From an optimization exercise on the open Yosys and OpenROAD flow, aimed at small area; shortcuts taken in it are not production practice.
The RTL was checked by simulation tests, not by an equivalence proof against the original design.
No activity file was given, so power comes from the tool's default toggle rates.

<file path="flow/config.mk">
export PLATFORM = sky130hd
export DESIGN_NAME = bcd_clock_core
export DESIGN_NICKNAME = bcd_clock_core
export VERILOG_FILES = /design/flow/design.v
export SDC_FILE = /design/flow/constraint.sdc
export NUM_CORES = 4
export LEC_CHECK = 0
export ABC_AREA = 1
export CAP_MARGIN = 20
export CORE_MARGIN = 2
export CORE_UTILIZATION = 40
export CTS_BUF_LIST = sky130_fd_sc_hd__clkbuf_8
export SLEW_MARGIN = 20
</file>
<file path="flow/constraint.sdc">
create_clock -name core_clock -period 20.0 [get_ports {clk}]
set_input_delay 4.0000 -clock core_clock [delete_from_list [all_inputs] [get_ports {clk}]]
set_output_delay 4.0000 -clock core_clock [all_outputs]
set_load 0.01 [all_outputs]
</file>
<file path="flow/design.v">
module bcd_clock_core (
    input  wire        clk,
    input  wire        rst,         
    input  wire        cmd_valid,
    input  wire [31:0] cmd,
    input  wire [31:0] now,
    output wire        cmd_ready,
    output wire        bus_req,
    output wire        bus_we,
    output wire [7:0]  bus_addr,
    output wire [7:0]  bus_wdata,
    input  wire        bus_done,
    input  wire [7:0]  bus_rdata,
    input  wire        bus_err,
    output wire [3:0]  led_hour,
    output wire [5:0]  led_min,
    output wire [15:0] pwm,
    output wire [15:0] result,
    output wire [7:0]  status
);
    localparam [4:0] S_IDLE    = 5'b0_00_00,
                     S_ENC     = 5'b0_00_01,
                     S_DIV_RES = 5'b0_00_10,
                     S_DIV_PWM = 5'b0_00_11,
                     S_INCH    = 5'b1_00_00,
                     S_INCM    = 5'b1_01_00,
                     S_CARRY   = 5'b1_01_01,
                     S_SYNC    = 5'b1_10_00,
                     S_REF     = 5'b1_11_00;
    function [6:0] encode6;      
        input [5:0] v;
        begin
            case (v)
                6'd0: encode6 = 7'h00;
                6'd1: encode6 = 7'h01;
                6'd2: encode6 = 7'h02;
                6'd3: encode6 = 7'h03;
                6'd4: encode6 = 7'h04;
                6'd5: encode6 = 7'h05;
                6'd6: encode6 = 7'h06;
                6'd7: encode6 = 7'h07;
                6'd8: encode6 = 7'h08;
                6'd9: encode6 = 7'h09;
                6'd10: encode6 = 7'h10;
                6'd11: encode6 = 7'h11;
                6'd12: encode6 = 7'h12;
                6'd13: encode6 = 7'h13;
                6'd14: encode6 = 7'h14;
                6'd15: encode6 = 7'h15;
                6'd16: encode6 = 7'h16;
                6'd17: encode6 = 7'h17;
                6'd18: encode6 = 7'h18;
                6'd19: encode6 = 7'h19;
                6'd20: encode6 = 7'h20;
                6'd21: encode6 = 7'h21;
                6'd22: encode6 = 7'h22;
                6'd23: encode6 = 7'h23;
                6'd24: encode6 = 7'h24;
                6'd25: encode6 = 7'h25;
                6'd26: encode6 = 7'h26;
                6'd27: encode6 = 7'h27;
                6'd28: encode6 = 7'h28;
                6'd29: encode6 = 7'h29;
                6'd30: encode6 = 7'h30;
                6'd31: encode6 = 7'h31;
                6'd32: encode6 = 7'h32;
                6'd33: encode6 = 7'h33;
                6'd34: encode6 = 7'h34;
                6'd35: encode6 = 7'h35;
                6'd36: encode6 = 7'h36;
                6'd37: encode6 = 7'h37;
                6'd38: encode6 = 7'h38;
                6'd39: encode6 = 7'h39;
                6'd40: encode6 = 7'h40;
                6'd41: encode6 = 7'h41;
                6'd42: encode6 = 7'h42;
                6'd43: encode6 = 7'h43;
                6'd44: encode6 = 7'h44;
                6'd45: encode6 = 7'h45;
                6'd46: encode6 = 7'h46;
                6'd47: encode6 = 7'h47;
                6'd48: encode6 = 7'h48;
                6'd49: encode6 = 7'h49;
                6'd50: encode6 = 7'h50;
                6'd51: encode6 = 7'h51;
                6'd52: encode6 = 7'h52;
                6'd53: encode6 = 7'h53;
                6'd54: encode6 = 7'h54;
                6'd55: encode6 = 7'h55;
                6'd56: encode6 = 7'h56;
                6'd57: encode6 = 7'h57;
                6'd58: encode6 = 7'h58;
                6'd59: encode6 = 7'h59;
                6'd60: encode6 = 7'h60;
                6'd61: encode6 = 7'h61;
                6'd62: encode6 = 7'h62;
                6'd63: encode6 = 7'h63;
            endcase
        end
    endfunction
    function [6:0] dec_tab;      
        input [6:0] p;
        begin
            case (p)
                7'h00: dec_tab = 7'd0;
                7'h01: dec_tab = 7'd1;
                7'h02: dec_tab = 7'd2;
                7'h03: dec_tab = 7'd3;
                7'h04: dec_tab = 7'd4;
                7'h05: dec_tab = 7'd5;
                7'h06: dec_tab = 7'd6;
                7'h07: dec_tab = 7'd7;
                7'h08: dec_tab = 7'd8;
                7'h09: dec_tab = 7'd9;
                7'h0a: dec_tab = 7'd10;
                7'h0b: dec_tab = 7'd11;
                7'h0c: dec_tab = 7'd12;
                7'h0d: dec_tab = 7'd13;
                7'h0e: dec_tab = 7'd14;
                7'h0f: dec_tab = 7'd15;
                7'h10: dec_tab = 7'd10;
                7'h11: dec_tab = 7'd11;
                7'h12: dec_tab = 7'd12;
                7'h13: dec_tab = 7'd13;
                7'h14: dec_tab = 7'd14;
                7'h15: dec_tab = 7'd15;
                7'h16: dec_tab = 7'd16;
                7'h17: dec_tab = 7'd17;
                7'h18: dec_tab = 7'd18;
                7'h19: dec_tab = 7'd19;
                7'h1a: dec_tab = 7'd20;
                7'h1b: dec_tab = 7'd21;
                7'h1c: dec_tab = 7'd22;
                7'h1d: dec_tab = 7'd23;
                7'h1e: dec_tab = 7'd24;
                7'h1f: dec_tab = 7'd25;
                7'h20: dec_tab = 7'd20;
                7'h21: dec_tab = 7'd21;
                7'h22: dec_tab = 7'd22;
                7'h23: dec_tab = 7'd23;
                7'h24: dec_tab = 7'd24;
                7'h25: dec_tab = 7'd25;
                7'h26: dec_tab = 7'd26;
                7'h27: dec_tab = 7'd27;
                7'h28: dec_tab = 7'd28;
                7'h29: dec_tab = 7'd29;
                7'h2a: dec_tab = 7'd30;
                7'h2b: dec_tab = 7'd31;
                7'h2c: dec_tab = 7'd32;
                7'h2d: dec_tab = 7'd33;
                7'h2e: dec_tab = 7'd34;
                7'h2f: dec_tab = 7'd35;
                7'h30: dec_tab = 7'd30;
                7'h31: dec_tab = 7'd31;
                7'h32: dec_tab = 7'd32;
                7'h33: dec_tab = 7'd33;
                7'h34: dec_tab = 7'd34;
                7'h35: dec_tab = 7'd35;
                7'h36: dec_tab = 7'd36;
                7'h37: dec_tab = 7'd37;
                7'h38: dec_tab = 7'd38;
                7'h39: dec_tab = 7'd39;
                7'h3a: dec_tab = 7'd40;
                7'h3b: dec_tab = 7'd41;
                7'h3c: dec_tab = 7'd42;
                7'h3d: dec_tab = 7'd43;
                7'h3e: dec_tab = 7'd44;
                7'h3f: dec_tab = 7'd45;
                7'h40: dec_tab = 7'd40;
                7'h41: dec_tab = 7'd41;
                7'h42: dec_tab = 7'd42;
                7'h43: dec_tab = 7'd43;
                7'h44: dec_tab = 7'd44;
                7'h45: dec_tab = 7'd45;
                7'h46: dec_tab = 7'd46;
                7'h47: dec_tab = 7'd47;
                7'h48: dec_tab = 7'd48;
                7'h49: dec_tab = 7'd49;
                7'h4a: dec_tab = 7'd50;
                7'h4b: dec_tab = 7'd51;
                7'h4c: dec_tab = 7'd52;
                7'h4d: dec_tab = 7'd53;
                7'h4e: dec_tab = 7'd54;
                7'h4f: dec_tab = 7'd55;
                7'h50: dec_tab = 7'd50;
                7'h51: dec_tab = 7'd51;
                7'h52: dec_tab = 7'd52;
                7'h53: dec_tab = 7'd53;
                7'h54: dec_tab = 7'd54;
                7'h55: dec_tab = 7'd55;
                7'h56: dec_tab = 7'd56;
                7'h57: dec_tab = 7'd57;
                7'h58: dec_tab = 7'd58;
                7'h59: dec_tab = 7'd59;
                7'h5a: dec_tab = 7'd60;
                7'h5b: dec_tab = 7'd61;
                7'h5c: dec_tab = 7'd62;
                7'h5d: dec_tab = 7'd63;
                7'h5e: dec_tab = 7'd64;
                7'h5f: dec_tab = 7'd65;
                7'h60: dec_tab = 7'd60;
                7'h61: dec_tab = 7'd61;
                7'h62: dec_tab = 7'd62;
                7'h63: dec_tab = 7'd63;
                7'h64: dec_tab = 7'd64;
                7'h65: dec_tab = 7'd65;
                7'h66: dec_tab = 7'd66;
                7'h67: dec_tab = 7'd67;
                7'h68: dec_tab = 7'd68;
                7'h69: dec_tab = 7'd69;
                7'h6a: dec_tab = 7'd70;
                7'h6b: dec_tab = 7'd71;
                7'h6c: dec_tab = 7'd72;
                7'h6d: dec_tab = 7'd73;
                7'h6e: dec_tab = 7'd74;
                7'h6f: dec_tab = 7'd75;
                7'h70: dec_tab = 7'd70;
                7'h71: dec_tab = 7'd71;
                7'h72: dec_tab = 7'd72;
                7'h73: dec_tab = 7'd73;
                7'h74: dec_tab = 7'd74;
                7'h75: dec_tab = 7'd75;
                7'h76: dec_tab = 7'd76;
                7'h77: dec_tab = 7'd77;
                7'h78: dec_tab = 7'd78;
                7'h79: dec_tab = 7'd79;
                7'h7a: dec_tab = 7'd80;
                7'h7b: dec_tab = 7'd81;
                7'h7c: dec_tab = 7'd82;
                7'h7d: dec_tab = 7'd83;
                7'h7e: dec_tab = 7'd84;
                7'h7f: dec_tab = 7'd85;
            endcase
        end
    endfunction
    function [7:0] add8;             
        input [7:0] a, b;
        input       ci;
        integer     i;
        reg         c;
        begin
            c = ci;
            for (i = 0; i < 8; i = i + 1) begin
                add8[i] = a[i] ^ b[i] ^ c;
                c = (a[i] & b[i]) | (c & (a[i] ^ b[i]));
            end
        end
    endfunction
    function gt8;                    
        input [7:0] x, k;
        integer     i;
        reg         g;
        begin
            g = 1'b0;
            for (i = 0; i < 8; i = i + 1)
                g = k[i] ? (x[i] & g) : (x[i] | g);
            gt8 = g;
        end
    endfunction
    function [3:0] to12;
        input [7:0] h;
        begin
            if (gt8(h, 8'd23))       to12 = 4'd0;
            else if (gt8(h, 8'd12))  to12 = add8({4'd0, h[3:0]}, 8'd4, 1'b0);
            else                     to12 = h[3:0];
        end
    endfunction
    reg [4:0]  state;
    reg        last_valid;
    reg [31:0] last_ts;
    reg [3:0]  out_hour;
    reg [5:0]  out_min;
    reg [10:0] pwm_r;
    reg [10:0] result_r;
    reg        dom_err, bus_err_f, ill_err, acc;
    reg [5:0]  sa;
    reg        sr;           
    reg [5:0]  sb;
    reg [5:0]  sc;
    wire idle = (state == S_IDLE);
    assign cmd_ready = idle && !rst;
    assign led_hour  = out_hour;
    assign led_min   = out_min;
    assign pwm       = {5'd0, pwm_r};
    assign result    = {5'd0, result_r};
    assign status    = {3'b000, !idle, acc, ill_err, bus_err_f, dom_err};
    wire       sbus  = state[4];
    wire [1:0] mode  = state[3:2];
    wire [1:0] phase = state[1:0];
    wire       we    = mode[1] ? !mode[0] : (mode[0] ? phase[1] : phase[0]);
    wire [1:0] addr  = mode[1] ? {phase == 2'd0, phase == 2'd1} :
                       mode[0] ? ((phase[0] ^ phase[1]) ? 2'd2 : 2'd1) : 2'd2;
    wire       last_phase = mode[1] ? phase[1] : (mode[0] ? (phase == 2'd3) : phase[0]);
    assign bus_req   = sbus;
    assign bus_we    = we;
    assign bus_addr  = {6'd0, addr};
    assign bus_wdata = {1'b0, encode6(sa)};
    wire [3:0] op  = cmd[31:28];
    wire [1:0] sel = cmd[25:24];
    wire [7:0] fa  = cmd[23:16];
    wire [7:0] fb  = cmd[15:8];
    wire [7:0] fc  = cmd[7:0];
    wire rsv0  = (cmd[27:26] == 2'd0);
    wire ab0   = (cmd[23:8] == 16'd0);
    wire c0    = (fc == 8'd0);
    reg legal;
    always @(*) begin
        case (op)
            4'h1:                   legal = rsv0 && (sel != 2'd3) && ab0;
            4'h2, 4'h3, 4'h4,
            4'h5, 4'h6:             legal = rsv0 && (sel == 2'd0) && ab0;
            4'h7:                   legal = rsv0 && (sel != 2'd3) && ab0 && c0;
            4'h8, 4'h9, 4'hA,
            4'hB, 4'hD:             legal = rsv0 && (sel == 2'd0) && ab0 && c0;
            4'hC:                   legal = rsv0 && (sel == 2'd0);
            default:                legal = 1'b0;
        endcase
    end
    reg [7:0] dlo;
    reg       bw, hz;
    integer   k;
    always @(*) begin
        bw = 1'b0;
        for (k = 0; k < 8; k = k + 1) begin
            dlo[k] = now[k] ^ last_ts[k] ^ bw;
            bw = (!now[k] & last_ts[k]) | (bw & !(now[k] ^ last_ts[k]));
        end
        hz = ((now[8] ~^ last_ts[8]) == !bw);
        for (k = 9; k < 32; k = k + 1)
            hz = hz & ((now[k] ~^ last_ts[k]) == (now[k-1] | !last_ts[k-1]));
    end
    wire accept = !last_valid || !hz || gt8(dlo, 8'd200);
    wire c_big = gt8(fc, 8'd59);
    wire b_big = gt8(fb, 8'd59);
    wire [7:0] dec_in   = idle ? fc : bus_rdata;
    wire       dec_hour = idle ? (sel == 2'd0) : (addr == 2'd2);
    wire [6:0] dec_v    = dec_tab({dec_hour ? 1'b0 : dec_in[6], dec_in[5:0]});
    wire       dec_big  = gt8({1'b0, dec_v}, 8'd59);
    wire [10:0] dst   = (state == S_DIV_RES) ? result_r : pwm_r;
    wire [7:0]  r2    = {sr, sa, dst[10]};
    wire        ge    = gt8(r2, 8'd117);
    wire [7:0]  r2s   = add8(r2, 8'd138, 1'b0);
    wire [6:0]  rnext = ge ? r2s[6:0] : r2[6:0];
    wire [7:0]  inc_v = add8({1'b0, dec_v}, 8'd0, 1'b1);
    wire [7:0]  cnt_n = add8({2'd0, sb}, 8'd0, 1'b1);
    always @(posedge clk) begin
        if (rst) begin
            state      <= S_IDLE;
            last_valid <= 1'b0;
            out_hour   <= 4'd0;
            out_min    <= 6'd0;
            pwm_r      <= 11'd0;
            result_r   <= 11'd0;
            dom_err    <= 1'b0;
            bus_err_f  <= 1'b0;
            ill_err    <= 1'b0;
            acc        <= 1'b0;
        end else begin
            case (state)
                S_IDLE: if (cmd_valid) begin
                    sr <= 1'b0;
                    sa <= (op == 4'hC) ? {2'd0, to12(fa)} : fc[5:0];
                    sb <= fb[5:0];
                    sc <= fc[5:0];
                    if (!legal) begin
                        ill_err <= 1'b1;
                    end else begin
                        case (op)
                            4'h1: result_r <= {4'd0, dec_v};
                            4'h2: if (c_big) dom_err <= 1'b1;
                                  else state <= S_ENC;
                            4'h3, 4'h4: result_r <= {7'd0, to12(fc)};
                            4'h5: if (c_big) dom_err <= 1'b1;
                                  else result_r <= {5'd0, fc[5:0]};
                            4'h6: if (c_big) dom_err <= 1'b1;
                                  else begin
                                      result_r <= 11'd59;
                                      state <= S_DIV_RES;
                                  end
                            4'h7: begin
                                acc      <= accept;
                                result_r <= {10'd0, accept};
                                if (accept) begin
                                    last_ts    <= now;
                                    last_valid <= 1'b1;
                                end
                            end
                            4'h8: state <= S_INCH;
                            4'h9: state <= S_INCM;
                            4'hA, 4'hB: begin
                                acc <= accept;
                                if (accept) begin
                                    last_ts    <= now;
                                    last_valid <= 1'b1;
                                    state      <= op[0] ? S_INCM : S_INCH;
                                end
                            end
                            4'hC: begin
                                acc <= accept;
                                if (accept) begin
                                    last_ts    <= now;
                                    last_valid <= 1'b1;
                                    if (b_big || c_big) begin
                                        dom_err <= 1'b1;
                                    end else begin
                                        state <= S_SYNC;
                                    end
                                end
                            end
                            4'hD: state <= S_REF;
                            default: ;
                        endcase
                    end
                end
                S_ENC: begin
                    result_r <= {4'd0, encode6(sa)};
                    state    <= S_IDLE;
                end
                S_DIV_RES, S_DIV_PWM: begin
                    {sr, sa} <= rnext;
                    if (state == S_DIV_RES) result_r <= {result_r[9:0], ge};
                    else                    pwm_r    <= {pwm_r[9:0], ge};
                    sb <= cnt_n[5:0];
                    if (sb == 6'd10) state <= S_IDLE;
                end
                default: if (!sbus) begin
                    state <= S_IDLE;
                end else if (bus_done) begin
                    state <= last_phase ? S_IDLE : {state[4:2], phase[1] ^ phase[0], !phase[0]};
                    if (bus_err) begin
                        bus_err_f <= 1'b1;
                        state     <= S_IDLE;
                    end else if (mode == 2'd3) begin
                        if (phase == 2'd0) begin
                            sb[3:0] <= to12({1'b0, dec_v});
                        end else if (phase == 2'd1) begin
                            sc    <= dec_v[5:0];
                            sa[0] <= dec_big;
                        end else if (sa[0] || dec_big) begin
                            dom_err <= 1'b1;
                        end else begin
                            out_hour <= sb[3:0];
                            out_min  <= sc;
                            sr       <= 1'b0;
                            sa       <= dec_v[5:0];
                            sb       <= 6'd0;
                            pwm_r    <= 11'd59;
                            state    <= S_DIV_PWM;
                        end
                    end else if (mode == 2'd2) begin
                        sa <= sb;
                        sb <= sc;
                    end else if (!we) begin
                        if (addr[1]) begin
                            if (gt8({1'b0, dec_v}, 8'd23)) begin
                                dom_err <= 1'b1;
                                state   <= S_IDLE;
                            end else begin
                                sa <= (dec_v == 7'd23) ? 6'd0 : inc_v[5:0];
                            end
                        end else begin
                            if (dec_big) begin
                                dom_err <= 1'b1;
                                state   <= S_IDLE;
                            end else if (dec_v != 7'd59) begin
                                sa    <= inc_v[5:0];
                                state <= {state[4:2], 2'd3};
                            end
                        end
                    end else begin
                        sa <= 6'd0;
                    end
                end
            endcase
        end
    end
endmodule
</file>
<file path="flow/flow/run.sh">
#!/bin/bash
set -euo pipefail
cd "$(dirname "$0")/.."
W=$PWD
R=$W/orfs/results/$FLOW_PLATFORM/bcd_clock_core/base
LIB=$FLOW_HOME/platforms/$FLOW_PLATFORM/lib/sky130_fd_sc_hd__tt_025C_1v80.lib
bash standard.sh synth > synth.log 2>&1
cp $R/1_2_yosys.v $W/1_2_yosys_standard.v
best=""
best_area=""
pids=()
for s in 1 2 3 4; do
  mkdir -p $W/reabc_$s
  printf 'strash\n&get -n\n&deepsyn -T 60 -S %s\n&dch -f\n&nf -R 1000\n&put\n' $s > $W/reabc_$s/abc.script
  ( cd $W/reabc_$s && REABC_LIB=$LIB REABC_IN=$W/1_2_yosys_standard.v REABC_OUT=$W/reabc_$s/out.v \
      REABC_SCRIPT=$W/reabc_$s/abc.script REABC_STAT=$W/reabc_$s/stat.txt \
      yosys -c $W/flow/reabc.tcl > $W/reabc_$s.log 2>&1 ) &
  pids+=($!)
done
for p in "${pids[@]}"; do wait $p || true; done
for s in 1 2 3 4; do
  a=$(grep "Chip area" $W/reabc_$s/stat.txt 2>/dev/null | awk '{print $NF}' || true)
  [[ -n "$a" && -s $W/reabc_$s/out.v ]] || continue
  if [[ -z "$best" ]] || awk -v a=$a -v b=$best_area 'BEGIN{exit !(a<b)}'; then best=$s; best_area=$a; fi
done
echo "re-mapped netlist: seed $best, area $best_area" > reabc_choice.log
if [[ -n "$best" ]]; then
  cp $W/reabc_$best/out.v $R/1_2_yosys.v
  rm -f $R/1_synth.odb $R/1_synth.sdc
fi
bash standard.sh BUFFER_PORTS_ARGS="-buffer_cell sky130_fd_sc_hd__buf_1" \
  CTS_ARGS="-sink_clustering_enable -repair_clock_nets -buf_list sky130_fd_sc_hd__clkbuf_8 -sink_clustering_size 24 -sink_clustering_max_diameter 250 -dont_use_dummy_load" \
  finish > layout.log 2>&1
</file>
<file path="flow/flow/reabc.tcl">
# Re-map the combinational logic of the standard synthesis netlist with a
# stronger ABC script. Flip-flops are kept as they are (same instances, names
# and cell types); only the gates between them are re-optimised.
set lib $::env(REABC_LIB)
yosys read_liberty -ignore_miss_func $lib
yosys blackbox sky130_fd_sc_hd__*df* sky130_fd_sc_hd__*dl*
yosys read_verilog $::env(REABC_IN)
yosys hierarchy -top $::env(FLOW_TOP)
yosys flatten
yosys rename -hide w:* x:* %d
yosys opt_clean -purge
yosys opt -purge
yosys abc -script $::env(REABC_SCRIPT) -liberty $lib -dont_use *lpflow* -dont_use *probe*
yosys splitnets
yosys opt_clean -purge
yosys hilomap -hicell sky130_fd_sc_hd__conb_1 HI -locell sky130_fd_sc_hd__conb_1 LO
yosys opt_clean -purge
yosys tee -o $::env(REABC_STAT) stat -liberty $lib
yosys write_verilog -noattr -noexpr -nohex -nodec $::env(REABC_OUT)
</file>
<file path="flow/standard.sh">
#!/bin/bash
# synth_recipe.tcl (not shown) runs the flow's synth.tcl, then flattens the netlist and writes it again
# the make line also repeats each setting of config.mk as NAME=value (left out here)
make -C /OpenROAD-flow-scripts/flow DESIGN_CONFIG=/design/flow/config.mk WORK_HOME=/design/flow/orfs CLKGATE_MAP_FILE= SYNTH_SCRIPT=/design/flow/synth_recipe.tcl "${@:-finish}"
</file>
==> results.cfg, run 1 <==
[clock_network]
clockBufferDepth = 2
clk_latency_ns = 0.39
hold_buffers = 0
post_cts_buffers = 0
root_buffer = clkbuf_8
cts.reportedPaths.clkPinSlew_ns = 0.07
cts_made_buffers = 9
cts_tree = built
htree_num_levels = 3
ctsResizeCount = 0
cts_num_sinks = 93

[timing]
holdWs_ns = 0.4477
final_max_slew_viol_count = 0
fin_crit_ns = 8.798
setup_slack_ns = 11.20
fin_tns_setup_ns = 0
finalSetupViolations = 0
finalCritPeriodShare = 0.4399
clock.fmax_ghz = 0.1137
grt_setup_unrepaired = no
slew_headroom = 0.3756
tightestPinTransition_ns = 0.9331
fin_worst_skew_ns = 0.02398
hold_viol = 0

[grt]
gr-usage-all-layers = 0.2353
grt_first_pass_wirelength_mm = 26.41
grt_max_degree = 33
grt_pass1_vias = 4942
antenna_found_initial = 0
grt-ovfl-total = 0

[critical_path]
cp-end-kind = output pin
crit_fanout = 25
crit_end = cmd_ready
critPathLaunch = rst
required_ns = 16.00
ff2ff_path_depth = 17
crit_path_start_kind = primary input
rrSetupSlack_ns = 14.78
timing.rr.end = sa[4]$_DFFE_PP_
reg2reg_from = state[3]$_SDFFE_PP0P_
crit_type = primary input to output pin
crit_arrival_ns = 4.80

[power]
vdd_drop_max_uv = 86.16
leakage_uw = 0.002129
power_density_mw_per_mm2 = 129.7

[finish]
layout_commonest_cell = buf_1
fin_area_sq_mm = 0.006304
antenna_cells = 0
fill_cells = 1361
area_delta_synth_final_pct = 15.74
mostFrequentLayoutCells = buf_1, nor2_1, nand2_1
drive_gt1_frac = 0.02089
final_nets = 845

[floorplanning]
io_pins = 146
start_util = 0.4097
die_w_microns = 120.7
dieArea_sq_mm = 0.01457
coreArea_sq_mm = 0.01330
row_count = 42
fp.dieH_microns = 120.7

[drt]
top_layer_used = met4
wl_met3_mm = 1.251
firstDrtPassIters = 6
drt-met1-wl_mm = 7.864
detail_route.iter0.violations = 456
drt-total-wl_mm = 17.17
num_vias = 5473
wl_per_cell_microns = 18.23
wl_met2_mm = 7.791
viasPerCell = 5.810
ant_nets = 0
drc = 0

[placed_design]
dpl_cell_area_sq_mm = 0.006180
dp_hpwl_mm = 13.38
portBuffers = 124
place_congestion = 0.9552
place_ws_ns = 11.23

[min_path]
min_path_type = register to register

[synthesis]
ys_warn_count = 1
synth_area_sq_mm = 0.005446
syn_inst = 628
syn-num-nets = 705
syn_area_per_cell_sq_um = 8.673

[flow_run]
drv_cap = 0

[outcome]
status = complete, no violations
-- sequential cells by signal, summed over array words and instances (netlist names) --
register and flops:
ill_err 1, sb 6, bus_err_f 1, dom_err 1, result_r 11, acc 1
out_min 6, last_ts 32, sa 6, out_hour 4, sr 1, state 5
sc 6, last_valid 1, pwm_r 11
-- report_power, final --
part / internal, uW / total (uW) / switching, uW
Combinational: 143 / 426 / 283
Sequential: 246 / 288 / 42.3
Clock: 40.5 / 104 / 63.3
Total: 429 / 818 / 388
-- layout make-up --
type,instances,area [sq um],share of cell area
tap,176,220.2,0.03493
sequential,93,2372,0.3763
timing repair buffer,129,503.0,0.07979
inverter,30,112.6,0.01786
multi-input combinational,505,2972,0.4714
clock buffer,9,123.9,0.01965
-- per-stage QoR --
stage,utilization,instances,total power [uW]
floorplan,-,628,560.1
global placement,0.4648,933,704.9
detailed placement,0.4648,933,708.2
CTS,0.4741,942,811.9
global route,0.4741,942,871.8
finish,0.4741,942,817.6
-- worst max-delay path: stages --
cell    delay [ns]
buf_1         0.07
buf_4         0.21
nor2_1        0.32
buf_1         0.19
-- worst min-delay path by stage --
stage	startpoint	end	cells past startpoint
3_3_place_gp	ill_err$_SDFFE_PP0P_	ill_err$_SDFFE_PP0P_	2
6_report	ill_err$_SDFFE_PP0P_	ill_err$_SDFFE_PP0P_	2
3_5_place_dp	last_valid$_SDFFE_PP0P_	last_valid$_SDFFE_PP0P_	2
4_1_cts	last_valid$_SDFFE_PP0P_	last_valid$_SDFFE_PP0P_	2
2_1_floorplan	last_valid$_SDFFE_PP0P_	last_valid$_SDFFE_PP0P_	2
5_1_grt	ill_err$_SDFFE_PP0P_	ill_err$_SDFFE_PP0P_	2
-- routing by layer --
layer | vias to the layer above | track usage
met1 | 2592 | 0.3311
met5 | - | 0
met3 | 22 | 0.04481
met4 | 0 | 0.07485
li1 | 2601 | -
met2 | 258 | 0.3651
==> run 2: changes to the inputs <==
--- a/flow/flow/run.sh
+++ b/flow/flow/run.sh
@@ -29,5 +29,5 @@
   rm -f $R/1_synth.odb $R/1_synth.sdc
 fi
 bash standard.sh BUFFER_PORTS_ARGS="-buffer_cell sky130_fd_sc_hd__buf_1" \
-  CTS_ARGS="-sink_clustering_enable -repair_clock_nets -buf_list sky130_fd_sc_hd__clkbuf_8 -sink_clustering_size 24 -sink_clustering_max_diameter 250 -dont_use_dummy_load" \
+  CTS_ARGS="-sink_clustering_enable -repair_clock_nets -buf_list sky130_fd_sc_hd__clkbuf_8 -dont_use_dummy_load" \
   finish > layout.log 2>&1
==> run 2 against run 1 <==
Critical path depth is the same. Clock skew stayed put. Sequential power about the same. Count of clock-buffer cells in the layout unchanged. Non-clock buffer count did not move. Power unchanged. Worst hold slack unchanged. Critical path type unchanged. Largest cell class unchanged.
==> results.cfg, run 2 <==
[outcome]
status = complete, no violations

[clock_network]
htree_num_levels = 3
clk_latency_ns = 0.39
clockBufferDepth = 2
cts.reportedPaths.clkPinSlew_ns = 0.07
post_cts_buffers = 0
cts_tree = built
cts_num_sinks = 93
hold_buffers = 0
cts_made_buffers = 9
ctsResizeCount = 0
root_buffer = clkbuf_8

[drt]
firstDrtPassIters = 6
drt-total-wl_mm = 17.17
ant_nets = 0
drc = 0
wl_per_cell_microns = 18.23
viasPerCell = 5.810
num_vias = 5473
detail_route.iter0.violations = 456

[finish]
mostFrequentLayoutCells = buf_1, nor2_1, nand2_1
area_delta_synth_final_pct = 15.74
register_area_sq_mm = 0.002372
regMostFlops = last_ts
multi_input_area_sq_mm = 0.002972
antenna_cells = 0
drive_gt1_frac = 0.02089
largest_reg_flops = 32
layout_commonest_cell = buf_1
final_nets = 845
fill_cells = 1361
final_util = 0.4741
largestRegisters = last_ts (32), pwm_r (11), result_r (11)

[power]
p_sw_frac = 0.4749
power_switching_uw = 388.3
p_int_uw = 429.3
seqPwrFrac = 0.352
leakage_uw = 0.002129
comb_power_share = 0.521
p_clk_frac = 0.127
power_density_mw_per_mm2 = 129.7
vdd_drop_max_uv = 86.16

[critical_path]
critPathLaunch = rst
required_ns = 16.00
rrSetupSlack_ns = 14.78
cp-end-kind = output pin
crit_fanout = 25
timing.rr.end = sa[4]$_DFFE_PP_
crit_arrival_ns = 4.80
ff2ff_path_depth = 17
crit_type = primary input to output pin
crit_path_start_kind = primary input
crit_end = cmd_ready
reg2reg_from = state[3]$_SDFFE_PP0P_

[floorplanning]
io_pins = 146
start_util = 0.4097
row_count = 42
fp.dieH_microns = 120.7
die_w_microns = 120.7
coreArea_sq_mm = 0.01330
dieArea_sq_mm = 0.01457

[flow_run]
drv_cap = 0

[timing]
grt_setup_unrepaired = no
fin_worst_skew_ns = 0.02398
slew_headroom = 0.3756
finalSetupViolations = 0
final_max_slew_viol_count = 0
fin_tns_setup_ns = 0
clock.fmax_ghz = 0.1137
tightestPinTransition_ns = 0.9331
hold_viol = 0
fin_crit_ns = 8.798
setup_slack_ns = 11.20
finalCritPeriodShare = 0.4399

[synthesis]
syn_area_per_cell_sq_um = 8.673
ys_warn_count = 1
syn-num-nets = 705
synth_area_sq_mm = 0.005446
syn_inst = 628

[placed_design]
place_congestion = 0.9552
portBuffers = 124
place_ws_ns = 11.23
dp_hpwl_mm = 13.38

[grt]
grt_pass1_vias = 4942
grt-ovfl-total = 0
gr-usage-all-layers = 0.2353
grt_max_degree = 33
grt_first_pass_wirelength_mm = 26.41
antenna_found_initial = 0

[min_path]
min_path_type = register to register
==> run 2: cell counts in the layout (fill, tap and decap cells not counted) <==
No cell type changed its count.
==> run 2: through the flow <==
| stage | std cells | hold slack (ns) | power [uW] | cell area [sq um] |
|---|---|---|---|---|
| global placement | 933 | 0.4383 | 704.9 | 6180 |
| detailed placement | 933 | 0.4387 | 708.2 | 6180 |
| floorplan | 628 | 0.4149 | 560.1 | 5446 |
| CTS | 942 | 0.4506 | 811.9 | 6304 |
| finish | 942 | 0.4477 | 817.6 | 6304 |
| global route | 942 | 0.4644 | 871.8 | 6304 |
==> run 2: power by group through the flow <==
stage	registers (uW)	clock network, uW	logic (uW)
CTS	287	106	419
global placement	290	0	415
finish	288	104	426
floorplan	281	0	280
global route	292	111	468
detailed placement	290	0	418
==> run 2: worst max-delay path, stage by stage <==
cell and delay, ns:
buf_1 0.07, buf_4 0.21, nor2_1 0.32, buf_1 0.19
==> run 2: layout make-up <==
| class | instances | share of cell area |
|---|---|---|
| Clock buffer | 9 | 0.01965 |
| Inverter | 30 | 0.01786 |
| Timing Repair Buffer | 129 | 0.07979 |
| Sequential cell | 93 | 0.3763 |
| Tap cell | 176 | 0.03493 |
| Multi-Input combinational cell | 505 | 0.4714 |
==> run 2: worst min-delay path by stage <==
stage               cells past startpoint                      end               startpoint  slack (ns)
floorplan                               2  last_valid$_SDFFE_PP0P_  last_valid$_SDFFE_PP0P_        0.41
global placement                        2     ill_err$_SDFFE_PP0P_     ill_err$_SDFFE_PP0P_        0.44
detailed placement                      2  last_valid$_SDFFE_PP0P_  last_valid$_SDFFE_PP0P_        0.44
CTS                                     2  last_valid$_SDFFE_PP0P_  last_valid$_SDFFE_PP0P_        0.45
global route                            2     ill_err$_SDFFE_PP0P_     ill_err$_SDFFE_PP0P_        0.46
finish                                  2     ill_err$_SDFFE_PP0P_     ill_err$_SDFFE_PP0P_        0.45
==> run 2: layer usage <==
layer / vias to the layer above / global-route usage / share of wire / wire [microns]
li1: 2601 / - / - / -
met1: 2592 / 0.3311 / 0.46 / 7864
met2: 258 / 0.3651 / 0.45 / 7791
met3: 22 / 0.04481 / 0.073 / 1251
met4: 0 / 0.07485 / 0.015 / 266
met5: - / 0 / 0 / 0
==> run 3: changes to the inputs <==
--- a/flow/design.v
+++ b/flow/design.v
@@ -330,19 +330,20 @@
             hz = hz & ((now[k] ~^ last_ts[k]) == (now[k-1] | !last_ts[k-1]));
     end
     wire accept = !last_valid || !hz || gt8(dlo, 8'd200);
+    wire [3:0] t12 = to12(op[3] ? fa : fc);
     wire c_big = gt8(fc, 8'd59);
     wire b_big = gt8(fb, 8'd59);
     wire [7:0] dec_in   = idle ? fc : bus_rdata;
     wire       dec_hour = idle ? (sel == 2'd0) : (addr == 2'd2);
     wire [6:0] dec_v    = dec_tab({dec_hour ? 1'b0 : dec_in[6], dec_in[5:0]});
     wire       dec_big  = gt8({1'b0, dec_v}, 8'd59);
-    wire [10:0] dst   = (state == S_DIV_RES) ? result_r : pwm_r;
-    wire [7:0]  r2    = {sr, sa, dst[10]};
+    wire        nb    = (sb[3:0] >= 4'd5) && (sb[3:0] != 4'd8);
+    wire [7:0]  r2    = {sr, sa, nb};
     wire        ge    = gt8(r2, 8'd117);
     wire [7:0]  r2s   = add8(r2, 8'd138, 1'b0);
     wire [6:0]  rnext = ge ? r2s[6:0] : r2[6:0];
     wire [7:0]  inc_v = add8({1'b0, dec_v}, 8'd0, 1'b1);
-    wire [7:0]  cnt_n = add8({2'd0, sb}, 8'd0, 1'b1);
+    wire [7:0]  cnt_n = add8({4'd0, sb[3:0]}, 8'd0, 1'b1);
     always @(posedge clk) begin
         if (rst) begin
             state      <= S_IDLE;
@@ -359,7 +360,7 @@
             case (state)
                 S_IDLE: if (cmd_valid) begin
                     sr <= 1'b0;
-                    sa <= (op == 4'hC) ? {2'd0, to12(fa)} : fc[5:0];
+                    sa <= (op == 4'hC) ? {2'd0, t12} : fc[5:0];
                     sb <= fb[5:0];
                     sc <= fc[5:0];
                     if (!legal) begin
@@ -369,14 +370,11 @@
                             4'h1: result_r <= {4'd0, dec_v};
                             4'h2: if (c_big) dom_err <= 1'b1;
                                   else state <= S_ENC;
-                            4'h3, 4'h4: result_r <= {7'd0, to12(fc)};
+                            4'h3, 4'h4: result_r <= {7'd0, t12};
                             4'h5: if (c_big) dom_err <= 1'b1;
                                   else result_r <= {5'd0, fc[5:0]};
                             4'h6: if (c_big) dom_err <= 1'b1;
-                                  else begin
-                                      result_r <= 11'd59;
-                                      state <= S_DIV_RES;
-                                  end
+                                  else state <= S_DIV_RES;
                             4'h7: begin
                                 acc      <= accept;
                                 result_r <= {10'd0, accept};
@@ -420,8 +418,8 @@
                     {sr, sa} <= rnext;
                     if (state == S_DIV_RES) result_r <= {result_r[9:0], ge};
                     else                    pwm_r    <= {pwm_r[9:0], ge};
-                    sb <= cnt_n[5:0];
-                    if (sb == 6'd10) state <= S_IDLE;
+                    sb[3:0] <= cnt_n[3:0];
+                    if (sb[3:0] == 4'd10) state <= S_IDLE;
                 end
                 default: if (!sbus) begin
                     state <= S_IDLE;
@@ -444,7 +442,6 @@
                             sr       <= 1'b0;
                             sa       <= dec_v[5:0];
                             sb       <= 6'd0;
-                            pwm_r    <= 11'd59;
                             state    <= S_DIV_PWM;
                         end
                     end else if (mode == 2'd2) begin
==> run 3 against run 2 <==
Still clean. Clock power about the same. Worst hold slack gained 0.0040 ns. Sequential share of layout area increased by 0.13 points. Global-route usage decreased by 0.78 points. Cell area down 0.36%. Maximum frequency increased by 1.8%. Utilization about the same. Via count decreased by 0.99%. Cell count down 0.85%. Critical path depth is the same. Setup slack improved by 0.16 ns. Power fell by 55%. Largest power group is now sequential cells. Highest routed layer unchanged.
==> results.cfg, run 3 <==
[finish]
largest_reg_flops = 32
mostFrequentLayoutCells = buf_1, nor2_1, nand2_1
drive_gt1_frac = 0.02243
regMostFlops = last_ts
area_delta_synth_final_pct = 15.88
fin_area_sq_mm = 0.006281
layout_commonest_cell = buf_1
final_nets = 837
antenna_cells = 0
final_cells = 934
largestRegisters = last_ts (32), pwm_r (11), result_r (11)

[floorplanning]
start_util = 0.4093
coreArea_sq_mm = 0.01324
io_pins = 146
row_count = 42
fp.dieH_microns = 120.4
dieArea_sq_mm = 0.01450
die_w_microns = 120.4

[clock_network]
cts_made_buffers = 9
root_buffer = clkbuf_8
ctsResizeCount = 0
post_cts_buffers = 0
cts.reportedPaths.clkPinSlew_ns = 0.09
clockBufferDepth = 2
hold_buffers = 0
cts_num_sinks = 93
cts_tree = built
htree_num_levels = 3
clk_latency_ns = 0.38

[grt]
grt_pass1_vias = 4960
use_met1 = 0.3002
use_met2 = 0.3722
grt_max_degree = 33
antenna_found_initial = 0
grt_first_pass_wirelength_mm = 25.79
gr-usage-met3 = 0.03915
grt-ovfl-total = 0
gr-usage-all-layers = 0.2275
grt_busiest_layer = met2

[timing]
final_max_slew_viol_count = 0
fin_crit_ns = 8.639
fin_tns_setup_ns = 0
tightestPinTransition_ns = 1.145
hold_viol = 0
clock.fmax_ghz = 0.1157
holdWs_ns = 0.4518
grt_setup_unrepaired = no
fin_worst_skew_ns = 0.03076
finalCritPeriodShare = 0.4320
finalSetupViolations = 0
slew_headroom = 0.2307

[synthesis]
syn_inst = 620
ys_warn_count = 1
syn_area_per_cell_sq_um = 8.742
synth_area_sq_mm = 0.005420
syn-num-nets = 697

[critical_path]
crit_arrival_ns = 4.64
cp_num_buf_inv = 3
path_cells = buf_1 > buf_4 > nor2_1 > buf_1
crit_type = primary input to output pin
rrSetupSlack_ns = 14.97
crit_family = buffers and inverters
cp-end-kind = output pin
cp_slowest_cell = buf_4
crit_path_start_kind = primary input
cp_common_cell = buf_1
required_ns = 16.00
crit_fanout = 19
slowest_delay_ns = 0.20

[drt]
wl_per_cell_microns = 17.96
ant_nets = 0
drt-total-wl_mm = 16.78
drc = 0
firstDrtPassIters = 5
detail_route.iter0.violations = 386
num_vias = 5419
viasPerCell = 5.802

[placed_design]
dp_hpwl_mm = 12.98
dp_cells = 925
place_congestion = 0.9711
portBuffers = 124
dpl_cell_area_sq_mm = 0.006151

[power]
leakage_uw = 0.002083
vdd_drop_max_uv = 26.38
power_density_mw_per_mm2 = 57.98

[min_path]
min_path_type = register to register

[flow_run]
drv_cap = 0

[outcome]
status = complete, no violations
-- run 3: worst reg2reg max path: stages, from the launching register on --
cell and delay [ns]:
dfxtp_1 0.61, clkinv_1 0.50, nand2_1 0.42, nor2_1 0.12, buf_4 0.22, nand2_1 0.22, a21boi_0 0.47, nor2_1 0.19
nand2_1 0.12, and3_1 0.22, nand2_1 0.07, nand2_1 0.09, o21a_1 0.27, xor2_1 0.53, nor2_1 0.09, a311oi_1 0.41
o21ai_0 0.18, a22o_1 0.20
-- run 3: layer usage --
layer  vias up  part of all wire
li1       2588                 -
met1      2560              0.44
met2       237              0.47
met3        34             0.067
met4         0             0.027
met5         -                 0
-- run 3: path summary, 6_finish.rpt --
check | start | end | cells after the start
setup reg to reg | state[1]$_SDFFE_PP0P_ | result_r[4]$_SDFFE_PP0P_ | 17
hold reg to reg | acc$_SDFFE_PP0P_ | acc$_SDFFE_PP0P_ | 2
hold / removal | acc$_SDFFE_PP0P_ | acc$_SDFFE_PP0P_ | 2
setup / recovery | rst | cmd_ready | 4
-- run 3: cell type report --
class	instances	area [sq um]
Fill cell	1314	6962
Multi-Input combinational cell	502	2968
Sequential cell	93	2372
Timing Repair Buffer	129	503.0
Tap cell	176	220.2
Clock buffer	9	123.9
Inverter	25	93.84
-- run 3: per-stage QoR --
stage	total power, uW	util	setup WS, ns
5_1_grt	379.0	0.4743	11.31
4_1_cts	366.5	0.4738	11.36
3_3_place_gp	264.1	0.4641	11.36
3_5_place_dp	265.3	0.4645	11.36
2_1_floorplan	241.0	-	11.77
6_report	364.2	0.4743	11.36
-- run 3: power breakdown --
group	switching, uW	internal, uW
logic	37.2	19.4
clock network	61.6	40.5
registers	2.22	203
==> run 4: changes to the inputs <==
--- a/flow/design.v
+++ b/flow/design.v
@@ -20,6 +20,7 @@
 );
     localparam [4:0] S_IDLE    = 5'b0_00_00,
                      S_ENC     = 5'b0_00_01,
+                     S_COPY    = 5'b0_01_00,    
                      S_DIV_RES = 5'b0_00_10,
                      S_DIV_PWM = 5'b0_00_11,
                      S_INCH    = 5'b1_00_00,
@@ -342,7 +343,7 @@
     wire        ge    = gt8(r2, 8'd117);
     wire [7:0]  r2s   = add8(r2, 8'd138, 1'b0);
     wire [6:0]  rnext = ge ? r2s[6:0] : r2[6:0];
-    wire [7:0]  inc_v = add8({1'b0, dec_v}, 8'd0, 1'b1);
+    wire [7:0]  inc_v = add8({1'b0, dec_v}, 8'd0, mode != 2'd3);
     wire [7:0]  cnt_n = add8({4'd0, sb[3:0]}, 8'd0, 1'b1);
     always @(posedge clk) begin
         if (rst) begin
@@ -359,20 +360,24 @@
         end else begin
             case (state)
                 S_IDLE: if (cmd_valid) begin
-                    sr <= 1'b0;
-                    sa <= (op == 4'hC) ? {2'd0, t12} : fc[5:0];
+                    if (op == 4'h1)
+                        {sr, sa} <= dec_v;
+                    else if (op == 4'hC || op == 4'h3 || op == 4'h4)
+                        {sr, sa} <= {3'd0, t12};
+                    else
+                        {sr, sa} <= {1'b0, fc[5:0]};
                     sb <= fb[5:0];
                     sc <= fc[5:0];
                     if (!legal) begin
                         ill_err <= 1'b1;
                     end else begin
                         case (op)
-                            4'h1: result_r <= {4'd0, dec_v};
+                            4'h1: state <= S_COPY;
                             4'h2: if (c_big) dom_err <= 1'b1;
                                   else state <= S_ENC;
-                            4'h3, 4'h4: result_r <= {7'd0, t12};
+                            4'h3, 4'h4: state <= S_COPY;
                             4'h5: if (c_big) dom_err <= 1'b1;
-                                  else result_r <= {5'd0, fc[5:0]};
+                                  else state <= S_COPY;
                             4'h6: if (c_big) dom_err <= 1'b1;
                                   else state <= S_DIV_RES;
                             4'h7: begin
@@ -414,6 +419,10 @@
                     result_r <= {4'd0, encode6(sa)};
                     state    <= S_IDLE;
                 end
+                S_COPY: begin
+                    result_r <= {4'd0, sr, sa};
+                    state    <= S_IDLE;
+                end
                 S_DIV_RES, S_DIV_PWM: begin
                     {sr, sa} <= rnext;
                     if (state == S_DIV_RES) result_r <= {result_r[9:0], ge};
@@ -440,7 +449,7 @@
                             out_hour <= sb[3:0];
                             out_min  <= sc;
                             sr       <= 1'b0;
-                            sa       <= dec_v[5:0];
+                            sa       <= inc_v[5:0];
                             sb       <= 6'd0;
                             state    <= S_DIV_PWM;
                         end
==> run 4 against run 3 <==
Still clean. Clock power hardly changed. Synthesized area is 0.78% lower. Setup slack worse by 0.018 ns. Sequential share of layout area is 0.22 points higher. Cell area is 0.58% lower. Synthesized cell count is 1.8% lower. Worst hold slack better by 0.0071 ns. Largest cell class unchanged. Largest power group unchanged. Highest routed layer unchanged.
==> results.cfg, run 4 <==
[critical_path]
crit_path_start_kind = primary input
crit_type = primary input to output pin
crit_arrival_ns = 4.66
required_ns = 16.00
cp-end-kind = output pin
crit_fanout = 19

[power]
leakage_uw = 0.002118
vdd_drop_max_uv = 29.30
power_switching_uw = 101.5
power_density_mw_per_mm2 = 58.77
p_clk_frac = 0.277
p_int_uw = 265.5
comb_power_share = 0.158
seqPwrFrac = 0.566
p_sw_frac = 0.2766

[finish]
mostFrequentLayoutCells = buf_1, nand2_1, nor2_1
area_delta_synth_final_pct = 16.12
regMostFlops = last_ts
drive_gt1_frac = 0.01874
antenna_cells = 0
layout_commonest_cell = buf_1
largestRegisters = last_ts (32), pwm_r (11), result_r (11)
final_cells = 923
final_nets = 826
largest_reg_flops = 32

[synthesis]
ys_warn_count = 1
syn_inst = 609
syn_area_per_cell_sq_um = 8.830
syn-num-nets = 686
synth_area_sq_mm = 0.005378

[floorplanning]
fp.dieH_microns = 120.0
start_util = 0.4077
die_w_microns = 120.0
io_pins = 146
coreArea_sq_mm = 0.01319
row_count = 42
dieArea_sq_mm = 0.01439

[grt]
antenna_found_initial = 0
grt_max_degree = 31
grt_first_pass_wirelength_mm = 24.69
grt-ovfl-total = 0
grt_pass1_vias = 4863
gr-usage-all-layers = 0.2160

[timing]
finalCritPeriodShare = 0.4329
fin_tns_setup_ns = 0
final_max_slew_viol_count = 0
fin_crit_ns = 8.658
slew_headroom = 0.3891
tightestPinTransition_ns = 0.8932
fin_worst_skew_ns = 0.02736
clock.fmax_ghz = 0.1155
hold_viol = 0
finalSetupViolations = 0
grt_setup_unrepaired = no

[drt]
wl_per_cell_microns = 16.66
num_vias = 5211
ant_nets = 0
drt-total-wl_mm = 15.37
viasPerCell = 5.646
detail_route.iter0.violations = 506
firstDrtPassIters = 8
drc = 0

[clock_network]
cts.reportedPaths.clkPinSlew_ns = 0.06
cts_made_buffers = 9
hold_buffers = 0
ctsResizeCount = 0
clk_latency_ns = 0.38
htree_num_levels = 3
clockBufferDepth = 2
root_buffer = clkbuf_8
cts_tree = built
cts_num_sinks = 93
post_cts_buffers = 0

[min_path]
min_path_type = register to register

[placed_design]
place_congestion = 0.9445
portBuffers = 124
dp_hpwl_mm = 11.84
dp_cells = 914

[flow_run]
drv_cap = 0

[outcome]
status = complete, no violations
==> run 4: critical path, cell delays in order <==
cell    delay (ns)
buf_1         0.07
buf_4         0.19
nor2_1        0.16
buf_1         0.23
==> run 4: area by class of cell <==
class                      count  area, sq um
timing repair buffer         129        523.0
inverter                      21        78.83
clock buffer                   9        123.9
sequential                    93         2372
tap                          176        220.2
fill                        1317         6945
multi-input combinational    495         2927
==> run 4: final timing paths <==
check | from | slack [ns] | to | cells past startpoint
worst min-delay path | dom_err$_SDFFE_PP0P_ | 0.46 | dom_err$_SDFFE_PP0P_ | 2
worst min register to register | dom_err$_SDFFE_PP0P_ | 0.46 | dom_err$_SDFFE_PP0P_ | 2
worst max register to register | state[3]$_SDFFE_PP0P_ | 14.96 | last_ts[26]$_DFFE_PP_ | 11
worst max-delay path | rst | 11.34 | cmd_ready | 4
==> run 4: power groups by stage <==
stage	registers, uW	clock network, uW	logic (uW)
finish	208	102	57.9
global route	208	112	64.6
CTS	207	106	57.4
detailed placement	212	0	57.1
global placement	212	0	56.1
floorplan	211	0	35.3
==> run 4: stage by stage <==
step / instance area (sq um) / utilization / worst slack, ns / hold slack, ns / power [uW]
floorplan: 5378 / - / 11.80 / 0.4270 / 246.1
global placement: 6093 / 0.4620 / 11.35 / 0.4489 / 267.9
detailed placement: 6121 / 0.4640 / 11.34 / 0.4555 / 268.9
CTS: 6245 / 0.4734 / 11.34 / 0.4657 / 371.3
global route: 6245 / 0.4734 / 11.27 / 0.4780 / 384.3
finish: 6245 / 0.4734 / 11.34 / 0.4589 / 367.0
==> run 4: metal layers <==
layer / up-vias / GRT usage / wire, microns
li1: 2509 / - / -
met1: 2451 / 0.2823 / 6533
met5: - / 0 / 0
met4: 0 / 0.07500 / 327
met3: 32 / 0.04230 / 1202
met2: 219 / 0.3565 / 7310
==> run 5: changes to the inputs <==
--- a/flow/design.v
+++ b/flow/design.v
@@ -101,137 +101,11 @@
     endfunction
     function [6:0] dec_tab;      
         input [6:0] p;
+        reg   [7:0] t8, t2;
         begin
-            case (p)
-                7'h00: dec_tab = 7'd0;
-                7'h01: dec_tab = 7'd1;
-                7'h02: dec_tab = 7'd2;
-                7'h03: dec_tab = 7'd3;
-                7'h04: dec_tab = 7'd4;
-                7'h05: dec_tab = 7'd5;
-                7'h06: dec_tab = 7'd6;
-                7'h07: dec_tab = 7'd7;
-                7'h08: dec_tab = 7'd8;
-                7'h09: dec_tab = 7'd9;
-                7'h0a: dec_tab = 7'd10;
-                7'h0b: dec_tab = 7'd11;
-                7'h0c: dec_tab = 7'd12;
-                7'h0d: dec_tab = 7'd13;
-                7'h0e: dec_tab = 7'd14;
-                7'h0f: dec_tab = 7'd15;
-                7'h10: dec_tab = 7'd10;
-                7'h11: dec_tab = 7'd11;
-                7'h12: dec_tab = 7'd12;
-                7'h13: dec_tab = 7'd13;
-                7'h14: dec_tab = 7'd14;
-                7'h15: dec_tab = 7'd15;
-                7'h16: dec_tab = 7'd16;
-                7'h17: dec_tab = 7'd17;
-                7'h18: dec_tab = 7'd18;
-                7'h19: dec_tab = 7'd19;
-                7'h1a: dec_tab = 7'd20;
-                7'h1b: dec_tab = 7'd21;
-                7'h1c: dec_tab = 7'd22;
-                7'h1d: dec_tab = 7'd23;
-                7'h1e: dec_tab = 7'd24;
-                7'h1f: dec_tab = 7'd25;
-                7'h20: dec_tab = 7'd20;
-                7'h21: dec_tab = 7'd21;
-                7'h22: dec_tab = 7'd22;
-                7'h23: dec_tab = 7'd23;
-                7'h24: dec_tab = 7'd24;
-                7'h25: dec_tab = 7'd25;
-                7'h26: dec_tab = 7'd26;
-                7'h27: dec_tab = 7'd27;
-                7'h28: dec_tab = 7'd28;
-                7'h29: dec_tab = 7'd29;
-                7'h2a: dec_tab = 7'd30;
-                7'h2b: dec_tab = 7'd31;
-                7'h2c: dec_tab = 7'd32;
-                7'h2d: dec_tab = 7'd33;
-                7'h2e: dec_tab = 7'd34;
-                7'h2f: dec_tab = 7'd35;
-                7'h30: dec_tab = 7'd30;
-                7'h31: dec_tab = 7'd31;
-                7'h32: dec_tab = 7'd32;
-                7'h33: dec_tab = 7'd33;
-                7'h34: dec_tab = 7'd34;
-                7'h35: dec_tab = 7'd35;
-                7'h36: dec_tab = 7'd36;
-                7'h37: dec_tab = 7'd37;
-                7'h38: dec_tab = 7'd38;
-                7'h39: dec_tab = 7'd39;
-                7'h3a: dec_tab = 7'd40;
-                7'h3b: dec_tab = 7'd41;
-                7'h3c: dec_tab = 7'd42;
-                7'h3d: dec_tab = 7'd43;
-                7'h3e: dec_tab = 7'd44;
-                7'h3f: dec_tab = 7'd45;
-                7'h40: dec_tab = 7'd40;
-                7'h41: dec_tab = 7'd41;
-                7'h42: dec_tab = 7'd42;
-                7'h43: dec_tab = 7'd43;
-                7'h44: dec_tab = 7'd44;
-                7'h45: dec_tab = 7'd45;
-                7'h46: dec_tab = 7'd46;
-                7'h47: dec_tab = 7'd47;
-                7'h48: dec_tab = 7'd48;
-                7'h49: dec_tab = 7'd49;
-                7'h4a: dec_tab = 7'd50;
-                7'h4b: dec_tab = 7'd51;
-                7'h4c: dec_tab = 7'd52;
-                7'h4d: dec_tab = 7'd53;
-                7'h4e: dec_tab = 7'd54;
-                7'h4f: dec_tab = 7'd55;
-                7'h50: dec_tab = 7'd50;
-                7'h51: dec_tab = 7'd51;
-                7'h52: dec_tab = 7'd52;
-                7'h53: dec_tab = 7'd53;
-                7'h54: dec_tab = 7'd54;
-                7'h55: dec_tab = 7'd55;
-                7'h56: dec_tab = 7'd56;
-                7'h57: dec_tab = 7'd57;
-                7'h58: dec_tab = 7'd58;
-                7'h59: dec_tab = 7'd59;
-                7'h5a: dec_tab = 7'd60;
-                7'h5b: dec_tab = 7'd61;
-                7'h5c: dec_tab = 7'd62;
-                7'h5d: dec_tab = 7'd63;
-                7'h5e: dec_tab = 7'd64;
-                7'h5f: dec_tab = 7'd65;
-                7'h60: dec_tab = 7'd60;
-                7'h61: dec_tab = 7'd61;
-                7'h62: dec_tab = 7'd62;
-                7'h63: dec_tab = 7'd63;
-                7'h64: dec_tab = 7'd64;
-                7'h65: dec_tab = 7'd65;
-                7'h66: dec_tab = 7'd66;
-                7'h67: dec_tab = 7'd67;
-                7'h68: dec_tab = 7'd68;
-                7'h69: dec_tab = 7'd69;
-                7'h6a: dec_tab = 7'd70;
-                7'h6b: dec_tab = 7'd71;
-                7'h6c: dec_tab = 7'd72;
-                7'h6d: dec_tab = 7'd73;
-                7'h6e: dec_tab = 7'd74;
-                7'h6f: dec_tab = 7'd75;
-                7'h70: dec_tab = 7'd70;
-                7'h71: dec_tab = 7'd71;
-                7'h72: dec_tab = 7'd72;
-                7'h73: dec_tab = 7'd73;
-                7'h74: dec_tab = 7'd74;
-                7'h75: dec_tab = 7'd75;
-                7'h76: dec_tab = 7'd76;
-                7'h77: dec_tab = 7'd77;
-                7'h78: dec_tab = 7'd78;
-                7'h79: dec_tab = 7'd79;
-                7'h7a: dec_tab = 7'd80;
-                7'h7b: dec_tab = 7'd81;
-                7'h7c: dec_tab = 7'd82;
-                7'h7d: dec_tab = 7'd83;
-                7'h7e: dec_tab = 7'd84;
-                7'h7f: dec_tab = 7'd85;
-            endcase
+            t8 = {1'b0, p[6:4], 4'd0} >> 1;      
+            t2 = {4'd0, p[6:4], 1'b0};           
+            dec_tab = add8(add8(t8, t2, 1'b0), {4'd0, p[3:0]}, 1'b0);
         end
     endfunction
     function [7:0] add8;             
--- a/flow/config.mk
+++ b/flow/config.mk
@@ -6,8 +6,8 @@
 export NUM_CORES = 4
 export LEC_CHECK = 0
 export ABC_AREA = 1
-export CAP_MARGIN = 20
+export CAP_MARGIN = 0
 export CORE_MARGIN = 2
 export CORE_UTILIZATION = 40
 export CTS_BUF_LIST = sky130_fd_sc_hd__clkbuf_8
-export SLEW_MARGIN = 20
+export SLEW_MARGIN = 0
==> run 5 against run 4 <==
Still clean. Clock skew shrank 0.011 ns. Utilization is 0.32 points lower. Setup slack lost 0.012 ns. Sequential cell count unchanged. Worst hold slack improved by 0.016 ns. Highest routed layer unchanged.
==> results.cfg, run 5 <==
[outcome]
status = complete, no violations

[grt]
gr-usage-all-layers = 0.2169
grt-ovfl-total = 0
grt_first_pass_wirelength_mm = 24.51
grt_pass1_vias = 4768
antenna_found_initial = 0
grt_max_degree = 33

[synthesis]
synth_area_sq_mm = 0.005344
syn-num-nets = 675
syn_area_per_cell_sq_um = 8.936
ys_warn_count = 1
syn_inst = 598

[timing]
fin_crit_ns = 8.669
final_max_slew_viol_count = 0
finalCritPeriodShare = 0.4335
fin_tns_setup_ns = 0
grt_setup_unrepaired = no
clock.fmax_ghz = 0.1153
holdWs_ns = 0.4751
finalSetupViolations = 0
fin_worst_skew_ns = 0.01630
tightestPinTransition_ns = 1.063
hold_viol = 0
slew_headroom = 0.2898

[drt]
wl_per_cell_microns = 16.92
drc = 0
ant_nets = 0
num_vias = 5115
drt-total-wl_mm = 15.40
firstDrtPassIters = 6
viasPerCell = 5.621
detail_route.iter0.violations = 552

[power]
vdd_drop_max_uv = 24.69
power_density_mw_per_mm2 = 58.45
leakage_uw = 0.002104

[floorplanning]
row_count = 42
start_util = 0.4068
fp.dieH_microns = 119.6
die_w_microns = 119.6
coreArea_sq_mm = 0.01314
dieArea_sq_mm = 0.01430
io_pins = 146

[clock_network]
cts.reportedPaths.clkPinSlew_ns = 0.09
cts_tree = built
clk_latency_ns = 0.38
ctsResizeCount = 0
root_buffer = clkbuf_8
htree_num_levels = 3
post_cts_buffers = 0
hold_buffers = 0
cts_num_sinks = 93
clockBufferDepth = 2
cts_made_buffers = 9

[critical_path]
critPathLaunch = rst
reg2reg_from = state[3]$_SDFFE_PP0P_
crit_path_start_kind = primary input
crit_arrival_ns = 4.67
path_cells = buf_1 > buf_4 > nor2_1 > buf_1
required_ns = 16.00
rrSetupSlack_ns = 13.87
slowest_delay_ns = 0.22
crit_fanout = 19
cp_slowest_cell = buf_1
crit_type = primary input to output pin
cp-end-kind = output pin
cp_common_cell = buf_1

[finish]
largestRegisters = last_ts (32), pwm_r (11), result_r (11)
largest_reg_flops = 32
antenna_cells = 0
layout_commonest_cell = buf_1
final_nets = 813
area_delta_synth_final_pct = 15.62
regMostFlops = last_ts
final_cells = 910
mostFrequentLayoutCells = buf_1, nand2_1, edfxtp_1
drive_gt1_frac = 0.01771

[placed_design]
dp_cells = 901
place_congestion = 0.9606
portBuffers = 124
dp_hpwl_mm = 11.84

[min_path]
worstHoldStart = result_r[2]$_SDFFE_PP0P_
min_path_type = register to register

[flow_run]
drv_cap = 0
## run 5: cell count changes in the layout (fill, tap and decap cells not counted), sizes merged, moves of 6 or more
cell	previous run	this run
a211oi	7	1
clkinv	21	35
nand2b	27	14
nor2	54	45
nor2b	35	28
nor3	21	14
## run 5: per-layer routing
metal | global-route usage | part of all wire | vias up
met5 | 0 | 0 | -
met4 | 0.08529 | 0.023 | 0
met3 | 0.04373 | 0.077 | 23
met2 | 0.3225 | 0.43 | 220
met1 | 0.3095 | 0.47 | 2389
li1 | - | - | 2483
## run 5: final cells by class
type	count	area [sq um]
timing repair buffer	127	488.0
inverter	35	131.4
fill	1351	6959
multi-input combinational	470	2843
tap	176	220.2
sequential	93	2372
clock buffer	9	123.9
## run 5: where the power goes
part           switching (uW)  internal [uW]  leakage, uW
combinational            34.6           18.1      0.00123
clock                    61.6           40.4    0.0000647
sequential               2.81            204     0.000806
total                    99.0            262      0.00210
## run 5: stage by stage
step	worst slack (ns)	power, uW	utilization	cell area (sq um)
2_1_floorplan	11.80	240.6	-	5344
3_3_place_gp	11.35	261.5	0.4609	6055
3_5_place_dp	11.33	262.3	0.4609	6055
4_1_cts	11.33	363.3	0.4703	6178
5_1_grt	11.23	376.5	0.4703	6178
6_report	11.33	361.1	0.4703	6178
## run 5: worst paths after layout
path                               to  depth (start not counted)
max                         cmd_ready                          4
min          result_r[3]$_SDFFE_PP0P_                          2
max reg2reg              sr$_DFFE_PP_                         21
min reg2reg  result_r[3]$_SDFFE_PP0P_                          2
## run 5: critical path, delay by kind of cell
kind,cells,cell delay (ns)
buffers and inverters,3,0.48
AND/OR/NAND/NOR,1,0.18
==> run 6: changes to the inputs <==
--- a/flow/config.mk
+++ b/flow/config.mk
@@ -6,8 +6,8 @@
 export NUM_CORES = 4
 export LEC_CHECK = 0
 export ABC_AREA = 1
-export CAP_MARGIN = 0
+export CAP_MARGIN = 20
 export CORE_MARGIN = 2
 export CORE_UTILIZATION = 40
 export CTS_BUF_LIST = sky130_fd_sc_hd__clkbuf_8
-export SLEW_MARGIN = 0
+export SLEW_MARGIN = 20
==> run 6 against run 5 <==
Highest routed layer unchanged. Sequential cell count did not move. Clock skew fell by 0.0026 ns. Synthesized cell count did not move. Largest power group unchanged. Power rose by 0.13%. Maximum frequency barely moved.
==> results.cfg, run 6 <==
[outcome]
status = complete, no violations

[grt]
antenna_found_initial = 0
gr-usage-all-layers = 0.2169
grt_pass1_vias = 4768
grt_first_pass_wirelength_mm = 24.51
grt_max_degree = 33
grt-ovfl-total = 0

[finish]
antenna_cells = 0
regMostFlops = last_ts
drive_gt1_frac = 0.01907
final_nets = 813
largest_reg_flops = 32
multi_input_area_sq_mm = 0.002848
largestRegisters = last_ts (32), pwm_r (11), result_r (11)
area_delta_synth_final_pct = 15.71
final_util = 0.4707
fill_cells = 1350
register_area_sq_mm = 0.002372
layout_commonest_cell = buf_1
mostFrequentLayoutCells = buf_1, nand2_1, edfxtp_1

[timing]
fin_crit_ns = 8.674
grt_setup_unrepaired = no
finalCritPeriodShare = 0.4337
clock.fmax_ghz = 0.1153
fin_tns_setup_ns = 0
tightestPinTransition_ns = 0.7812
finalSetupViolations = 0
setup_slack_ns = 11.33
hold_viol = 0
fin_worst_skew_ns = 0.01366
slew_headroom = 0.4773
holdWs_ns = 0.4739
final_max_slew_viol_count = 0

[critical_path]
crit_path_start_kind = primary input
cp-end-kind = output pin
crit_type = primary input to output pin
required_ns = 16.00
crit_arrival_ns = 4.67
crit_fanout = 19

[drt]
num_vias = 5138
viasPerCell = 5.646
detail_route.iter0.violations = 544
drt-total-wl_mm = 15.46
ant_nets = 0
firstDrtPassIters = 6
wl_per_cell_microns = 16.99
drc = 0

[flow_run]
drv_cap = 0

[clock_network]
cts_num_sinks = 93
clockBufferDepth = 2
cts_made_buffers = 9
ctsResizeCount = 0
htree_num_levels = 3
root_buffer = clkbuf_8
hold_buffers = 0
cts.reportedPaths.clkPinSlew_ns = 0.09
clk_latency_ns = 0.38
post_cts_buffers = 0
cts_tree = built

[power]
fin_total_pwr_uw = 361.6
vdd_drop_max_uv = 24.63
power_density_mw_per_mm2 = 58.48
leakage_uw = 0.002107

[floorplanning]
coreArea_sq_mm = 0.01314
fp.dieH_microns = 119.6
dieArea_sq_mm = 0.01430
die_w_microns = 119.6
io_pins = 146
start_util = 0.4068
row_count = 42

[placed_design]
dp_hpwl_mm = 11.84
portBuffers = 124
place_congestion = 0.9606
place_ws_ns = 11.33

[synthesis]
syn_inst = 598
syn_area_per_cell_sq_um = 8.936
synth_area_sq_mm = 0.005344
ys_warn_count = 1
syn-num-nets = 675

[min_path]
min_path_type = register to register
[run 6: layer usage]
layer | up-vias | wire [microns] | share of wire | global-route usage
met5 | - | 0 | 0 | 0
met4 | 0 | 344 | 0.022 | 0.08529
met3 | 25 | 1257 | 0.081 | 0.04373
met2 | 233 | 6725 | 0.44 | 0.3225
met1 | 2392 | 7131 | 0.46 | 0.3095
li1 | 2488 | - | - | -
[run 6: critical path, cell delays in order]
cell,delay (ns)
buf_1,0.07
buf_4,0.20
nor2_1,0.19
buf_1,0.22
[run 6: path summary, 6_finish.rpt]
check	from	end	slack, ns	depth (start not counted)
max	rst	cmd_ready	11.33	4
max reg2reg	state[3]$_SDFFE_PP0P_	sr$_DFFE_PP_	13.87	21
min	result_r[2]$_SDFFE_PP0P_	result_r[3]$_SDFFE_PP0P_	0.47	2
min reg2reg	result_r[2]$_SDFFE_PP0P_	result_r[3]$_SDFFE_PP0P_	0.47	2
[run 6: power by group]
part / internal (uW) / switching [uW]
Clock: 40.4 / 62.1
Sequential: 204 / 2.81
Combinational: 18.1 / 34.6
Total: 262 / 99.5
[run 6: stage by stage]
step,area [sq um],std cells
after global routing,6183,910
after floorplan,5344,598
after global placement,6055,901
after CTS,6178,910
final,6183,910
after detailed placement,6055,901
[run 6: cell type report]
| cell class | count | share of cell area |
|---|---|---|
| clock buffers | 9 | 0.02003 |
| inverters | 35 | 0.02125 |
| multi-input cells | 470 | 0.4605 |
| flip-flops and latches | 93 | 0.3837 |
| well taps | 176 | 0.03561 |
| repair buffers | 127 | 0.07892 |

## static timing again, ports no longer ideal
In the flow no input, the clock included, has a driving cell. The finished layouts below were timed again as built, in two steps.
Step 1 (the two cells are an assumption about what drives the block):
set clk [get_ports {clk}]
set_driving_cell -lib_cell sky130_fd_sc_hd__clkbuf_16 $clk
set_driving_cell -lib_cell sky130_fd_sc_hd__buf_2 [delete_from_list [all_inputs] $clk]
Step 2 times the ports against the registers' clock, not the clock port: input delays grow and output delays shrink by t, the midpoint of the rising clock arrivals with the driver on.
a / b / c = ideal / step 1 / step 2; a / b = the first two.
run	shift t [ns]	setup slack, ns	clock arrival spread, ns	worst register clock-pin slew, ns
run 1	0.411	11.202 / 11.179 / 11.179	0.024 / 0.024	0.10 / 0.10
run 2	0.411	11.202 / 11.179 / 11.179	0.024 / 0.024	0.10 / 0.10
run 3	0.401	11.361 / 11.341 / 11.341	0.031 / 0.031	0.10 / 0.10
run 4	0.398	11.342 / 11.321 / 11.321	0.027 / 0.028	0.10 / 0.10
run 5	0.405	11.331 / 11.307 / 11.307	0.019 / 0.018	0.09 / 0.09
run 6	0.407	11.326 / 11.303 / 11.303	0.019 / 0.018	0.09 / 0.09
After both steps every run listed still meets setup and hold. The setup slack of run 5, which loses most, moves by -0.024 ns with the drivers and by -0.024 ns with both steps.
